What follows belongs to an exercise in optimizing a design on an open flow for small area; a production flow would make more cautious choices.
Function was checked by simulation only, so behaviour that the tests miss may differ from the original.
No activity file was given, so power comes from the tool's default toggle rates.

## codec8b6t
module codec8b6t (
    input  wire        clk,
    input  wire        rst,         
    input  wire        in_valid,
    input  wire [2:0]  in_op,
    input  wire        in_first,    
    input  wire [7:0]  in_byte,
    input  wire [11:0] in_group,
    input  wire        in_dc,
    input  wire [1:0]  in_stream,
    output wire        out_valid,
    output wire [11:0] out_group,
    output wire [7:0]  out_byte,
    output wire        out_hit,
    output wire [1:0]  out_weight,
    output wire        out_dc,
    output wire [1:0]  out_stream,
    output wire [2:0]  out_bal
);
==> flow/config.mk <==
export PLATFORM = sky130hd
export DESIGN_NAME = codec8b6t
export DESIGN_NICKNAME = codec8b6t
export VERILOG_FILES = /design/flow/design.v
export SDC_FILE = /design/flow/constraint.sdc
export NUM_CORES = 4
export LEC_CHECK = 0
export CAP_MARGIN = 20
export CORE_MARGIN = 2
export CORE_UTILIZATION = 35
export GPL_TIMING_DRIVEN = 0
export PLACE_DENSITY = 0.5
export SLEW_MARGIN = 20
==> flow/constraint.sdc <==
create_clock -name core_clock -period 15.0 [get_ports {clk}]
set_input_delay 3.0000 -clock core_clock [delete_from_list [all_inputs] [get_ports {clk}]]
set_output_delay 3.0000 -clock core_clock [all_outputs]
set_load 0.01 [all_outputs]
standard.sh (not shown) runs the stock make flow with config.mk's settings and CLKGATE_MAP_FILE= SYNTH_SCRIPT=/design/flow/synth_recipe.tcl, a recipe that flattens the netlist after the stock synthesis.
==> flow/flow/run.sh <==
#!/bin/bash
# Own layout flow: the standard synthesis with an area-only ABC mapping
# script (flow/synth.tcl, flow/area.abc), then the standard layout steps.
set -euo pipefail
W=$(pwd)
R=$W/orfs/results/$FLOW_PLATFORM/codec8b6t/base
export FLOW_FLOW_DIR=$W/flow
make -C "$FLOW_HOME" DESIGN_CONFIG=$W/config.mk WORK_HOME=$W/orfs CLKGATE_MAP_FILE= \
  SYNTH_SCRIPT=$W/flow/synth.tcl $R/1_2_yosys.v > synth.log 2>&1
bash standard.sh > layout.log 2>&1
==> flow/flow/area.abc <==
strash; &get -n; &dc2; &dch -f; &nf -R 1000; &put; topo
==> flow/flow/synth.tcl <==
# The standard synthesis (synth_recipe.tcl), with one change: the final
# technology mapping runs flow/area.abc, an area-only ABC script, in place of
# ORFS's speed script. Registers, their cells and names are unchanged.
proc synth {args} { yosys synth -nofsm -noshare {*}$args }
proc abc {args} {
  set i [lsearch -exact $args -script]
  if {$i >= 0} { lset args [expr {$i + 1}] $::env(FLOW_FLOW_DIR)/area.abc }
  set j [lsearch -exact $args -D]
  if {$j >= 0} { set args [lreplace $args $j [expr {$j + 1}]] }
  yosys abc {*}$args
}
# no full/half-adder extraction: ABC maps that logic with the rest
proc extract_fa {args} {}
source $::env(SCRIPTS_DIR)/synth.tcl
# left out here: clear keep_hierarchy, flatten, clean up, hide names made inside functions, write 1_2_yosys.v
The first run passed the timing, DRC and antenna checks.
Change:
--- a/flow/config.mk
+++ b/flow/config.mk
@@ -10 +10 @@
-export CORE_UTILIZATION = 35
+export CORE_UTILIZATION = 55
@@ -12 +12 @@
-export PLACE_DENSITY = 0.5
+export PLACE_DENSITY = 0.65
- This time the run did not get past global routing, error GRT-0116
- synthesized area is unchanged
- synthesized cell count does not change

Another version of the RTL of codec8b6t (not shown whole).
Size in the first run: about 1,100 cells after synthesis, ~60 I/O pins, about 6100 um^2 of cells after synthesis.
clock: 15.0 ns
lec_check: 0
cap_margin: 10
core_margin: 2
core_utilization: 35
cts_buf_list: sky130_fd_sc_hd__clkbuf_4 sky130_fd_sc_hd__clkbuf_8
gpl_timing_driven: 0
place_density: 0.5
setup_slack_margin: 1.0
slew_margin: 10
==> flow/flow/run.sh <==
#!/bin/bash
# Own layout flow: the standard synthesis with an area-only ABC mapping
# script (flow/synth.tcl, flow/area.abc), then the standard layout steps,
# with port buffers of the smallest buffer cell.
set -euo pipefail
W=$(pwd)
R=$W/orfs/results/$FLOW_PLATFORM/codec8b6t/base
export FLOW_FLOW_DIR=$W/flow
make -C "$FLOW_HOME" DESIGN_CONFIG=$W/config.mk WORK_HOME=$W/orfs CLKGATE_MAP_FILE= \
  SYNTH_SCRIPT=$W/flow/synth.tcl $R/1_2_yosys.v > synth.log 2>&1
# every input and output port still gets a buffer, the smallest one
export BUFFER_PORTS_ARGS="-buffer_cell sky130_fd_sc_hd__buf_1"
bash standard.sh > layout.log 2>&1
Scripts as last shown in full above: flow/flow/area.abc, flow/flow/synth.tcl
The starting point reached the layout checks and failed them: max-capacitance violations, max-slew violations.
==> next run, changes <==
==> flow/config.mk (replaced) <==
export PLATFORM = sky130hd
export DESIGN_NAME = codec8b6t
export DESIGN_NICKNAME = codec8b6t
export VERILOG_FILES = /design/flow/design.v
export SDC_FILE = /design/flow/constraint.sdc
export NUM_CORES = 4
export LEC_CHECK = 0
export CAP_MARGIN = 20
export CORE_MARGIN = 2
export CORE_UTILIZATION = 30
export CTS_BUF_LIST = sky130_fd_sc_hd__clkbuf_4 sky130_fd_sc_hd__clkbuf_8
export GPL_TIMING_DRIVEN = 0
export PLACE_DENSITY = 0.42
export SLEW_MARGIN = 20
Effect: Now the flow went through all stages and came out clean; core utilization fell by 5.2 points; hold slack is better by 0.012 ns; wire length fell by 1.4%; synthesized area is unchanged; combinational power fell by about 0.9%; global-route usage fell by 7.4 points; worst setup slack is worse by 0.013 ns; power fell by 0.93%; sequential cell count is unchanged; sequential share of layout area barely changes.
==> next run, changes <==
--- a/flow/config.mk
+++ b/flow/config.mk
@@ -8,7 +8,8 @@
 export CAP_MARGIN = 20
 export CORE_MARGIN = 2
-export CORE_UTILIZATION = 30
+export CORE_UTILIZATION = 35
 export CTS_BUF_LIST = sky130_fd_sc_hd__clkbuf_4 sky130_fd_sc_hd__clkbuf_8
 export GPL_TIMING_DRIVEN = 0
-export PLACE_DENSITY = 0.42
+export PLACE_DENSITY = 0.5
+export SETUP_SLACK_MARGIN = 1.0
 export SLEW_MARGIN = 20
The new run produced a clean layout.
Via count goes up by 2.1%.
Non-clock buffer count is unchanged.
Die area goes down by 14%.

-- port drivers added, routing unchanged --
The results above use ideal ports. As a check the final layouts listed here were re-extracted and re-timed, cells and wires unchanged.
Step 1: set_driving_cell puts a clkbuf_16 on clk and a buf_2 on each other input, an assumption about the parent block.
Step 2 also shifts input and output timing later by t, the mid clock arrival at the registers, as if the neighbouring blocks saw the same clock.
Three values: ideal ports, drivers, drivers and shift; two values: the first two.
| run | shift t [ns] | slack for setup (ns) | worst register clock-pin slew, ns |
|---|---|---|---|
| the first run of note 1 | 0.280 | 0.405 / 0.404 / 0.124 | 0.05 / 0.05 |
| the first run of note 2 | 0.285 | 1.009 / 1.011 / 0.725 | 0.07 / 0.07 |
| the second run of note 2 | 0.268 | 0.996 / 0.988 / 0.721 | 0.07 / 0.07 |
| the third run of note 2 | 0.272 | 1.281 / 1.280 / 1.008 | 0.07 / 0.07 |
The setup slack of the first run of note 2, which loses most, moves by +0.002 ns with the drivers and by -0.284 ns with both steps.
